Background: an optimization exercise with open tools, aiming at small area, a short achievable clock period and few clock cycles per item. Do not read the settings as production practice.
Where RTL was checked, it was by simulation tests only, not by an equivalence proof against the original.

==> run a: inputs <==
## aes128_ctr
module aes128_ctr (
    input  wire         clk,
    input  wire         rst,
    input  wire         cmd_valid,
    output wire         cmd_ready,
    input  wire [2:0]   cmd_op,
    input  wire [4:0]   cmd_len,
    input  wire [127:0] cmd_data,
    output reg          res_valid,
    output reg          res_err,
    output reg  [127:0] res_data
);
clock: 10.0 ns
lec_check: 0
cap_margin: 20
core_margin: 2
core_utilization: 50
cts_cluster_diameter: 100
cts_cluster_size: 20
place_density: 0.6
setup_slack_margin: 5
slew_margin: 20
synth_hierarchical: 1
standard.sh (not shown) runs the stock make flow with config.mk's settings and CLKGATE_MAP_FILE= SYNTH_SCRIPT=/design/flow/synth_recipe.tcl, a recipe that flattens the netlist after the stock synthesis.
==> flow/flow/run.sh <==
#!/bin/bash
set -euo pipefail
SETUP_MARGIN=6.4
bash standard.sh SETUP_SLACK_MARGIN=$SETUP_MARGIN finish > standard_flow.log 2>&1
==> run b: changes against run a <==
--- a/flow/design.v
+++ b/flow/design.v
@@ -183,19 +183,17 @@
   reg              s0_enc;      
   reg [127:0] ctr_inc;           
   wire [127:0] ctr_now    = s0_clr ? 128'd0 :
                             s0_set ? dt_all[0 +: 128] :
                             s0_inc ? ctr_inc : ctr;
   wire         kvalid_now = s0_key | (kvalid & ~s0_clr);
   always @(posedge clk) begin
     ctr     <= ctr_now;
-    ctr_inc <= s0_clr ? 128'd1 :
-               s0_set ? dt_all[0 +: 128] + 128'd1 :
-               s0_inc ? ctr_inc + 128'd1 : ctr_inc;
+    ctr_inc <= ctr_now + 128'd1;
     kvalid  <= kvalid_now;
     if (s0_key) key <= dt_all[0 +: 128];
   end
   reg         sk_v;         
   reg         rdy;          
   reg [19:0]  kstep;        
   assign cmd_ready = rdy;
   wire         in_v    = sk_v | cmd_valid;
==> flow/flow/run.sh (replaced) <==
#!/bin/bash
set -euo pipefail
SETUP_MARGIN=6.3
bash standard.sh SETUP_SLACK_MARGIN=$SETUP_MARGIN finish > standard_flow.log 2>&1
==> run c: changes against run a <==
--- a/flow/design.v
+++ b/flow/design.v
@@ -175,17 +175,16 @@
   reg [127:0] key;
   reg         kvalid;
   reg [127:0] ctr;
   reg [128*NS-1:0] dt_all;      
   reg              s0_key;      
   reg              s0_set;      
   reg              s0_inc;      
   reg              s0_clr;      
-  reg              s0_enc;      
   reg [127:0] ctr_inc;           
   wire [127:0] ctr_now    = s0_clr ? 128'd0 :
                             s0_set ? dt_all[0 +: 128] :
                             s0_inc ? ctr_inc : ctr;
   wire         kvalid_now = s0_key | (kvalid & ~s0_clr);
   always @(posedge clk) begin
     ctr     <= ctr_now;
     ctr_inc <= s0_clr ? 128'd1 :
@@ -219,17 +218,16 @@
   wire [4:0] cmd_keep = enc_go ? 5'd16 : (ctr_go ? in_len : 5'd0);
   always @(posedge clk) begin
     sk_v <= in_v & stall & ~rst;
     rdy  <= ~(in_v & stall & ~rst);
     s0_key <= go & op_key;
     s0_set <= go & op_set;
     s0_inc <= go & ctr_go;
     s0_clr <= rst | (go & op_clr);
-    s0_enc <= op_enc;
   end
   reg  [127:0] kc;
   reg  [15:0]  kmid;         
   reg  [31:0]  klin;         
   wire [15:0]  kmid_d;
   wire [31:0]  klin_d;
   wire [31:0]  ksub;
   reg  [7:0]   rcon;
@@ -271,28 +269,28 @@
   end
   reg [128*10-1:0] rk_all;
   integer kr;
   always @(posedge clk) begin
     for (kr = 1; kr <= 9; kr = kr + 1)
       if (kstep[2*kr]) rk_all[128*(kr-1) +: 128] <= kc;
     if (kstep[19]) rk_all[128*9 +: 128] <= knext;
   end
-  reg [128*10-1:128] st_all;    
+  reg [128*10-1:0] st_all;      
   reg [128*10-1:0] ht_all;      
   reg [64*10-1:0]  hm_all;      
   reg [NS-1:0]     v_all;       
   reg [NS-1:0]     e_all;       
   reg [NS-1:0]     c_all;       
   reg [5*NS-1:0]   k_all;       
   wire [128*10-1:0] ak_all;     
   wire [64*10-1:0]  ha_all;     
   wire [128*10-1:0] hl_all;     
   wire [128*9-1:0]  rnd_all;    
-  assign ak_all[0 +: 128] = (s0_enc ? dt_all[0 +: 128] : ctr) ^ key;
+  assign ak_all[0 +: 128] = st_all[0 +: 128] ^ key;
   generate
     for (i = 2; i <= 10; i = i + 1) begin : g_ark
       assign ak_all[128*(i-1) +: 128] = st_all[128*(i-1) +: 128] ^ rk_all[128*(i-2) +: 128];
     end
     for (i = 1; i <= 10; i = i + 1) begin : g_half_a
       aes_round_a u_ra (
           .s(ak_all[128*(i-1) +: 128]),
           .m(ha_all[64*(i-1) +: 64]),
@@ -302,16 +300,17 @@
       aes_round_b u_rb (
           .t (ht_all[128*(i-1) +: 128]),
           .m (hm_all[64*(i-1) +: 64]),
           .y (rnd_all[128*(i-1) +: 128]));
     end
   endgenerate
   integer j;
   always @(posedge clk) begin
+    st_all[0 +: 128] <= op_enc ? in_data : ctr_now;
     for (j = 1; j <= 9; j = j + 1)
       st_all[128*j +: 128] <= rnd_all[128*(j-1) +: 128];
     ht_all <= hl_all;
     hm_all <= ha_all;
     dt_all[0 +: 128] <= in_data;
     v_all[0]         <= go;
     e_all[0]         <= cmd_err;
     c_all[0]         <= op_ctr;
==> flow/flow/run.sh (replaced) <==
#!/bin/bash
set -euo pipefail
SETUP_MARGIN=6.5
bash standard.sh SETUP_SLACK_MARGIN=$SETUP_MARGIN MAX_REPAIR_ANTENNAS_ITER_DRT=15 finish > standard_flow.log 2>&1
- PLACE_DENSITY: 0.6 -> 0.7
==> run d: changes against run a <==
--- a/flow/design.v
+++ b/flow/design.v
@@ -175,17 +175,16 @@
   reg [127:0] key;
   reg         kvalid;
   reg [127:0] ctr;
   reg [128*NS-1:0] dt_all;      
   reg              s0_key;      
   reg              s0_set;      
   reg              s0_inc;      
   reg              s0_clr;      
-  reg              s0_enc;      
   reg [127:0] ctr_inc;           
   wire [127:0] ctr_now    = s0_clr ? 128'd0 :
                             s0_set ? dt_all[0 +: 128] :
                             s0_inc ? ctr_inc : ctr;
   wire         kvalid_now = s0_key | (kvalid & ~s0_clr);
   always @(posedge clk) begin
     ctr     <= ctr_now;
     ctr_inc <= s0_clr ? 128'd1 :
@@ -219,17 +218,16 @@
   wire [4:0] cmd_keep = enc_go ? 5'd16 : (ctr_go ? in_len : 5'd0);
   always @(posedge clk) begin
     sk_v <= in_v & stall & ~rst;
     rdy  <= ~(in_v & stall & ~rst);
     s0_key <= go & op_key;
     s0_set <= go & op_set;
     s0_inc <= go & ctr_go;
     s0_clr <= rst | (go & op_clr);
-    s0_enc <= op_enc;
   end
   reg  [127:0] kc;
   reg  [15:0]  kmid;         
   reg  [31:0]  klin;         
   wire [15:0]  kmid_d;
   wire [31:0]  klin_d;
   wire [31:0]  ksub;
   reg  [7:0]   rcon;
@@ -271,28 +269,28 @@
   end
   reg [128*10-1:0] rk_all;
   integer kr;
   always @(posedge clk) begin
     for (kr = 1; kr <= 9; kr = kr + 1)
       if (kstep[2*kr]) rk_all[128*(kr-1) +: 128] <= kc;
     if (kstep[19]) rk_all[128*9 +: 128] <= knext;
   end
-  reg [128*10-1:128] st_all;    
+  reg [128*10-1:0] st_all;      
   reg [128*10-1:0] ht_all;      
   reg [64*10-1:0]  hm_all;      
   reg [NS-1:0]     v_all;       
   reg [NS-1:0]     e_all;       
   reg [NS-1:0]     c_all;       
   reg [5*NS-1:0]   k_all;       
   wire [128*10-1:0] ak_all;     
   wire [64*10-1:0]  ha_all;     
   wire [128*10-1:0] hl_all;     
   wire [128*9-1:0]  rnd_all;    
-  assign ak_all[0 +: 128] = (s0_enc ? dt_all[0 +: 128] : ctr) ^ key;
+  assign ak_all[0 +: 128] = st_all[0 +: 128] ^ key;
   generate
     for (i = 2; i <= 10; i = i + 1) begin : g_ark
       assign ak_all[128*(i-1) +: 128] = st_all[128*(i-1) +: 128] ^ rk_all[128*(i-2) +: 128];
     end
     for (i = 1; i <= 10; i = i + 1) begin : g_half_a
       aes_round_a u_ra (
           .s(ak_all[128*(i-1) +: 128]),
           .m(ha_all[64*(i-1) +: 64]),
@@ -302,16 +300,17 @@
       aes_round_b u_rb (
           .t (ht_all[128*(i-1) +: 128]),
           .m (hm_all[64*(i-1) +: 64]),
           .y (rnd_all[128*(i-1) +: 128]));
     end
   endgenerate
   integer j;
   always @(posedge clk) begin
+    st_all[0 +: 128] <= op_enc ? in_data : ctr_now;
     for (j = 1; j <= 9; j = j + 1)
       st_all[128*j +: 128] <= rnd_all[128*(j-1) +: 128];
     ht_all <= hl_all;
     hm_all <= ha_all;
     dt_all[0 +: 128] <= in_data;
     v_all[0]         <= go;
     e_all[0]         <= cmd_err;
     c_all[0]         <= op_ctr;
==> flow/flow/run.sh (replaced) <==
#!/bin/bash
set -euo pipefail
SETUP_MARGIN=6.5
bash standard.sh SETUP_SLACK_MARGIN=$SETUP_MARGIN MAX_REPAIR_ANTENNAS_ITER_DRT=15 finish > standard_flow.log 2>&1
==> qor summary <==
Data required time at the worst endpoint: run a 11.09 ns; run b 10.90 ns; run d 8.00 ns; run c 8.00 ns
Slew headroom: run a 0.0599; run b 0.164; run d 0.163; run c 0.118
Detailed placer's ending HPWL: run a 1120000 um; run b 1090000 um; run d 1040000 um; run c 1010000 um
FF+latch area: run a 172000 sq um; run b 172000 sq um; run d 174000 sq um; run c 174000 sq um
Result of the run: run a no timing/DRC/antenna violations; run b failed layout checks; run d no timing/DRC/antenna violations; run c no timing/DRC/antenna violations
Layout check failures: run a -; run b antenna rules; run d -; run c -
Crit path capture type: run a flip-flop; run b flip-flop; run d output port; run c output port
DRT Wirelength: run a 1430000 um; run b 1370000 um; run d 1340000 um; run c 1310000 um
Arrival time at the worst endpoint: run a 4.91 ns; run b 4.69 ns; run d 1.69 ns; run c 1.73 ns
Reg2reg end: run a res_data[61]$_DFF_P_; run b st_all[1208]$_DFF_P_; run d res_data[15]$_DFF_P_; run c st_all[811]$_DFF_P_
Met3 WL post-DR: run a 99000 um; run b 72300 um; run d 90400 um; run c 92600 um
Drt pass-1 iters: run a 9; run b 6; run d 7; run c 7
Post-synthesis sequential element count: run a 7789; run b 7789; run d 7916; run c 7916
Dominant cell type by count on the critical path: run a xor2_1; run b xor2_1; run d -; run c -
Share of Yosys cell area claimed by the top area cell type: run a 0.412; run b 0.416; run d 0.412; run c 0.412
Seq_cells: run a 7789; run b 7789; run d 7916; run c 7916
Final worst path period need: run a 3.82 ns; run b 3.79 ns; run d 3.69 ns; run c 3.73 ns
Global-route usage over all layers: run a 0.331; run b 0.324; run d 0.309; run c 0.300
Detailed-routing wirelength on met1: run a 554000 um; run b 538000 um; run d 569000 um; run c 546000 um
Proportion of cell area spent on the clock network: run a 0.0296; run b 0.0296; run d 0.0304; run c 0.0294
Largest net degree at the start of global routing: run a 109; run b 109; run d 136; run c 133
1st-iter DRT viols: run a 23.8k; run b 20.0k; run d 23.3k; run c 24.9k
Number of non-clock inverters in the layout: run a 85; run b 97; run d 96; run c 96
Slowest stage cell, crit path: run a xnor2_1; run b xnor2_2; run d dfxtp_1; run c dfxtp_4
Testbench counts of run c, summed over its fixed seeds: cycles 1,128, blocks 896.
Testbench counts of run d, summed over its fixed seeds: cycles 1,128, blocks 896.
No functional check of the RTL was part of run a and run b.

separate check: timing with driven ports:
The results above use ideal ports. As a check the final layouts listed here were re-extracted and re-timed, cells and wires unchanged.
Step 1, drivers: a clkbuf_16 drives clk and a buf_2 each remaining input, both assumed.
Step 2 times the ports against the registers' clock, not the clock port: input delays grow and output delays shrink by t, the midpoint of the rising clock arrivals with the driver on.
a / b / c = no drivers / after step 1 / after step 2; a / b = the first two.
| run | t, ns | setup WS [ns] | worst hold slack (ns) | clock arrival spread, ns | worst register clock-pin slew, ns |
|---|---|---|---|---|---|
| run a | 1.316 | 6.178 / 6.039 / 5.718 | 0.167 / 0.167 / 0.167 | 0.197 / 0.197 | 0.10 / 0.10 |
| run b | 1.292 | 6.210 / 6.089 / 5.908 | 0.225 / 0.225 / 0.225 | 0.163 / 0.163 | 0.10 / 0.10 |
| run c | 1.263 | 6.265 / 6.121 / 5.699 | 0.222 / 0.222 / 0.222 | 0.155 / 0.155 | 0.10 / 0.10 |
| run d | 1.310 | 6.314 / 6.154 / 5.782 | 0.242 / 0.242 / 0.242 | 0.222 / 0.222 | 0.10 / 0.10 |
For run c, which loses most, drivers alone change the setup slack by -0.144 ns; drivers and shift together by -0.566 ns.
